From an optimization exercise on the open Yosys and OpenROAD flow, aimed at small area, a short achievable clock period and few clock cycles per item; shortcuts taken in it are not production practice. RTL that was checked went through simulation tests only; none was proved equivalent to the original. Power figures rest on the tool's default switching activity, not on a simulated workload.

==> flow/design.v (excerpt) <==
module tap_scaler (
    input  wire        clk,
    input  wire        rst,           
    input  wire        req_valid,
    output wire        req_ready,
    input  wire [1:0]  req_op,        
    input  wire [31:0] req_arg0,
    input  wire [31:0] req_arg1,
    output reg         rsp_valid,     
    output wire [3:0]  result,        
    output reg  [31:0] res0,          
    output reg         scaler_ready,  
    output reg         fault,         
    output reg  [2:0]  scale_sel,     
    output reg  [31:0] scale_rate,    
    output wire [31:0] scale_clock    
);
Size: roughly 170 flip-flops, about 0.011 mm^2 of cells after synthesis.
==> module tap_scaler, before the edit <==
module tap_scaler (
    input  wire        clk,
    input  wire        rst,           
    input  wire        req_valid,
    output wire        req_ready,
    input  wire [1:0]  req_op,        
    input  wire [31:0] req_arg0,
    input  wire [31:0] req_arg1,
    output reg         rsp_valid,     
    output wire [3:0]  result,        
    output reg  [31:0] res0,          
    output reg         scaler_ready,  
    output reg         fault,         
    output reg  [2:0]  scale_sel,     
    output reg  [31:0] scale_rate,    
    output wire [31:0] scale_clock    
);
    localparam [1:0] ST_IDLE = 2'd0, ST_MUL = 2'd1, ST_DIV = 2'd2;
    function [31:0] clock_rate;
        input [2:0] sel;    
        begin
            case (sel)
                3'b0_00: clock_rate = 32'd985248;    
                3'b1_00: clock_rate = 32'd1022727;   
                3'b0_01: clock_rate = 32'd1108405;   
                3'b1_01: clock_rate = 32'd1022727;   
                3'b0_10: clock_rate = 32'd886724;    
                default: clock_rate = 32'd894886;    
            endcase
        end
    endfunction
    function [5:0] bitlen;
        input [31:0] v;
        integer i;
        begin
            bitlen = 6'd0;
            for (i = 0; i < 32; i = i + 1)
                if (v[i]) bitlen = i + 1;
        end
    endfunction
    reg        r_inv, r_gen;
    assign result = {r_inv, 2'b00, r_gen};
    wire [31:0] cr = clock_rate(scale_sel);
    assign scale_clock = scaler_ready ? cr : 32'd0;
    wire [5:0]  bl_cr = (scale_sel == 3'b0_01) ? 6'd21 : 6'd20;
    reg  [5:0]  bl_sr;        
    reg [1:0]  state;
    reg        rdy;
    reg        op_s2c;
    reg [32:0] acc;
    reg [33:0] low;
    reg        bk_n, bk_2, bk_1;    
    reg [4:0]  mreg;          
    reg [5:0]  cnt;
    reg [5:0]  pk_len;        
    reg        pk_s2c;        
    assign req_ready = rdy;
    wire accept = req_valid & rdy;
    wire        is_mul = (state == ST_MUL);
    wire        is_div = (state == ST_DIV);
    wire [31:0] opnd = (is_mul == op_s2c) ? cr : scale_rate;
    wire        in_s2c  = pk_s2c;
    wire [31:0] in_d    = in_s2c ? scale_rate : cr;
    wire [5:0]  in_blv  = in_s2c ? bl_cr : bl_sr;
    wire [5:0]  in_bld  = in_s2c ? bl_sr : bl_cr;
    wire [6:0]  in_e1   = {1'b0, in_blv} + 7'd1 - {1'b0, in_bld};
    wire [5:0]  in_e    = (in_e1[6] | in_e1 == 7'd0) ? 6'd1 : in_e1[5:0];    
    wire [6:0]  in_t1   = {1'b0, pk_len} + {1'b0, in_e} - 7'd1;
    wire [4:0]  in_mreg = (in_t1 > 7'd32) ? 5'd16 : in_t1[5:1];
    wire cfg_ok = (req_arg0[1:0] != 2'd3) && (req_arg0[3:2] != 2'd3) &&
                  (req_arg0[31:6] == 26'd0) && (req_arg1 != 32'd0);
    function [2:0] booth;    
        input y1, y0, ym;
        begin
            booth[2] = y1 & ~(y0 & ym);
            booth[1] = (y1 & ~y0 & ~ym) | (~y1 & y0 & ym);
            booth[0] = y0 ^ ym;
        end
    endfunction
    wire [2:0]  bk_mul = booth(low[3], low[2], low[1]);
    wire [2:0]  bk_ld  = booth(req_arg0[1], req_arg0[0], 1'b0);
    wire [35:0] bmag   = bk_2 ? {2'b00, opnd, 2'b00} : bk_1 ? {3'b000, opnd, 1'b0} : 36'd0;
    wire        sub    = ~acc[32];
    wire [35:0] opa    = {{2{acc[32]}}, acc, low[33]};
    wire [35:0] opb    = is_mul ? (bmag ^ {36{bk_n}}) : ({4'd0, opnd} ^ {36{sub}});
    wire        cin    = is_mul ? bk_n : sub;
    wire [35:0] sum;
    wire        co;
    tap_adder u_add (.a(opa), .b(opb), .ci(cin), .s(sum), .co(co));
    wire        qbit   = ~sum[32];
    wire [33:0] quo    = {low[32:0], qbit};
    wire        ovf    = quo[33] | quo[32];
    wire last = (cnt == 6'd0);
    wire busy_mul = is_mul;
    wire busy_div = is_div & ~last;
    always @(posedge clk) begin
        if (busy_mul) begin
            acc  <= sum[35:3];
            low  <= {sum[2:1], low[33:2]};
            {bk_n, bk_2, bk_1} <= bk_mul;
        end else if (busy_div) begin
            acc  <= sum[32:0];
            low  <= quo;
            {bk_n, bk_2, bk_1} <= bk_ld;
        end else begin
            acc  <= {2'b00, in_d[31:1]};
            low  <= {2'b00, req_arg0};
            {bk_n, bk_2, bk_1} <= bk_ld;
        end
    end
    always @(posedge clk) begin
        if (rst) begin
            state        <= ST_IDLE;
            rdy          <= 1'b0;
            rsp_valid    <= 1'b0;
            r_inv        <= 1'b0;
            r_gen        <= 1'b0;
            res0         <= 32'd0;
            scaler_ready <= 1'b0;
            fault        <= 1'b0;
            scale_sel    <= 3'd0;
            scale_rate   <= 32'd0;
        end else begin
            rsp_valid <= 1'b0;
            bl_sr     <= bitlen(scale_rate);
            pk_len    <= bitlen(req_arg0);
            pk_s2c    <= (req_op == 2'd1);
            rdy       <= 1'b0;
            case (state)
                ST_IDLE: begin
                    rdy <= req_valid & ~accept;
                end
                ST_MUL: begin
                    if (last) begin
                        cnt   <= {mreg, 1'b1};
                        state <= ST_DIV;
                    end else begin
                        cnt   <= cnt - 6'd1;
                    end
                end
                default: begin  
                    cnt <= cnt - 6'd1;
                    if (last) begin
                        if (ovf) begin
                            fault <= 1'b1;
                            r_gen <= 1'b1;
                        end else begin
                            res0  <= quo[31:0];
                            r_gen <= 1'b0;
                        end
                        r_inv     <= 1'b0;
                        rsp_valid <= 1'b1;
                        state     <= ST_IDLE;
                        rdy       <= req_valid & ~accept;
                    end else if (cnt == 6'd1) begin
                        rdy       <= req_valid & (req_op[0] ^ req_op[1]);
                    end
                end
            endcase
            if (accept) begin
                case (req_op)
                    2'd0: begin
                        rsp_valid <= 1'b1;
                        r_gen     <= 1'b0;
                        if (cfg_ok) begin
                            scale_sel    <= {req_arg0[4], req_arg0[3:2]};
                            scale_rate   <= req_arg1;
                            scaler_ready <= 1'b1;
                            r_inv        <= 1'b0;
                        end else begin
                            r_inv        <= 1'b1;
                        end
                    end
                    2'd1, 2'd2: begin
                        if (!scaler_ready) begin
                            rsp_valid <= 1'b1;
                            r_gen     <= 1'b0;
                            r_inv     <= 1'b1;
                        end else begin
                            op_s2c <= in_s2c;
                            mreg   <= in_mreg;
                            cnt    <= {1'b0, in_mreg};
                            state  <= ST_MUL;
                        end
                    end
                    default: begin
                        rsp_valid <= 1'b1;
                        r_gen     <= 1'b0;
                        r_inv     <= 1'b1;
                    end
                endcase
            end
        end
    end
endmodule
clock: 10.0 ns
lec_check: 0
cap_margin: 20
core_margin: 2
core_utilization: 40
setup_slack_margin: 5
slew_margin: 20
run.sh (not shown) runs the stock make flow with config.mk's settings and CLKGATE_MAP_FILE= SYNTH_SCRIPT=/design/flow/synth_recipe.tcl, a recipe that flattens the netlist after the stock synthesis.
Testbench counts at the start, summed over its fixed seeds: cycles 66,024, items 2,560.
Change:
--- a/flow/design.v
+++ b/flow/design.v
@@ -42,9 +42,9 @@
     assign result = {r_inv, 2'b00, r_gen};
     wire [31:0] cr = clock_rate(scale_sel);
     assign scale_clock = scaler_ready ? cr : 32'd0;
     wire [5:0]  bl_cr = (scale_sel == 3'b0_01) ? 6'd21 : 6'd20;
-    reg  [5:0]  bl_sr;        
+    wire [5:0]  bl_sr = bitlen(scale_rate);
     reg [1:0]  state;
     reg        rdy;
     reg        op_s2c;
     reg [32:0] acc;
@@ -53,20 +53,21 @@
     reg [4:0]  mreg;          
     reg [5:0]  cnt;
     reg [5:0]  pk_len;        
     reg        pk_s2c;        
+    reg [5:0]  pk_em1;        
     assign req_ready = rdy;
     wire accept = req_valid & rdy;
     wire        is_mul = (state == ST_MUL);
     wire        is_div = (state == ST_DIV);
     wire [31:0] opnd = (is_mul == op_s2c) ? cr : scale_rate;
     wire        in_s2c  = pk_s2c;
     wire [31:0] in_d    = in_s2c ? scale_rate : cr;
-    wire [5:0]  in_blv  = in_s2c ? bl_cr : bl_sr;
-    wire [5:0]  in_bld  = in_s2c ? bl_sr : bl_cr;
-    wire [6:0]  in_e1   = {1'b0, in_blv} + 7'd1 - {1'b0, in_bld};
-    wire [5:0]  in_e    = (in_e1[6] | in_e1 == 7'd0) ? 6'd1 : in_e1[5:0];    
-    wire [6:0]  in_t1   = {1'b0, pk_len} + {1'b0, in_e} - 7'd1;
+    wire [6:0]  k_s2c   = {1'b0, bl_cr} - {1'b0, bl_sr};
+    wire [6:0]  k_c2s   = {1'b0, bl_sr} - {1'b0, bl_cr};
+    wire [5:0]  em1_s2c = k_s2c[6] ? 6'd0 : k_s2c[5:0];
+    wire [5:0]  em1_c2s = k_c2s[6] ? 6'd0 : k_c2s[5:0];
+    wire [6:0]  in_t1   = {1'b0, pk_len} + {1'b0, pk_em1};
     wire [4:0]  in_mreg = (in_t1 > 7'd32) ? 5'd16 : in_t1[5:1];
     wire cfg_ok = (req_arg0[1:0] != 2'd3) && (req_arg0[3:2] != 2'd3) &&
                   (req_arg0[31:6] == 26'd0) && (req_arg1 != 32'd0);
     function [2:0] booth;    
@@ -97,16 +98,19 @@
         if (busy_mul) begin
             acc  <= sum[35:3];
             low  <= {sum[2:1], low[33:2]};
             {bk_n, bk_2, bk_1} <= bk_mul;
+            cnt  <= last ? {mreg, 1'b1} : cnt - 6'd1;
         end else if (busy_div) begin
+            cnt  <= cnt - 6'd1;
             acc  <= sum[32:0];
             low  <= quo;
             {bk_n, bk_2, bk_1} <= bk_ld;
         end else begin
             acc  <= {2'b00, in_d[31:1]};
             low  <= {2'b00, req_arg0};
             {bk_n, bk_2, bk_1} <= bk_ld;
+            cnt  <= {1'b0, in_mreg};
         end
     end
     always @(posedge clk) begin
         if (rst) begin
@@ -121,26 +125,20 @@
             scale_sel    <= 3'd0;
             scale_rate   <= 32'd0;
         end else begin
             rsp_valid <= 1'b0;
-            bl_sr     <= bitlen(scale_rate);
             pk_len    <= bitlen(req_arg0);
             pk_s2c    <= (req_op == 2'd1);
+            pk_em1    <= req_op[0] ? em1_s2c : em1_c2s;
             rdy       <= 1'b0;
             case (state)
                 ST_IDLE: begin
                     rdy <= req_valid & ~accept;
                 end
                 ST_MUL: begin
-                    if (last) begin
-                        cnt   <= {mreg, 1'b1};
-                        state <= ST_DIV;
-                    end else begin
-                        cnt   <= cnt - 6'd1;
-                    end
+                    if (last) state <= ST_DIV;
                 end
                 default: begin  
-                    cnt <= cnt - 6'd1;
                     if (last) begin
                         if (ovf) begin
                             fault <= 1'b1;
                             r_gen <= 1'b1;
@@ -178,9 +176,8 @@
                             r_inv     <= 1'b1;
                         end else begin
                             op_s2c <= in_s2c;
                             mreg   <= in_mreg;
-                            cnt    <= {1'b0, in_mreg};
                             state  <= ST_MUL;
                         end
                     end
                     default: begin
=>
- setup slack gains 41 ps
- total power is higher by 0.57%
- via count hardly moves
- routed wire length increases by 0.54%
- die area fell by 0.80%
- clock-buffer cell count is higher by 1
- combinational power falls by 11%
For the second run of this note, only the layout was checked, not whether the RTL still works.

[port drivers added, routing unchanged]
No port has a modelled driver above. Below, the same layouts with a new extraction and two added sets of constraints. Step 1: set_driving_cell puts a clkbuf_16 on clk and a buf_2 on each other input, an assumption about the parent block. Step 2 moves the port delays by t, midway between the first and last clock arrival at a register: inputs arrive t later, outputs are due t later. That takes back most of the time a late clock gives input paths. Slacks: no drivers / after step 1 / after step 2; pairs: no drivers / after step 1.
| run | shift t [ns] | setup WS [ns] | hold WS [ns] |
|---|---|---|---|
| the first run | 0.484 | 5.241 / 5.241 / 4.879 | 0.450 / 0.450 / 0.450 |
| the second run | 0.493 | 5.282 / 5.282 / 5.282 | 0.459 / 0.459 / 0.459 |
After both steps every run listed still meets setup and hold. The setup slack of the first run, which loses most, moves by 0.000 ns with the drivers and by -0.362 ns with both steps.
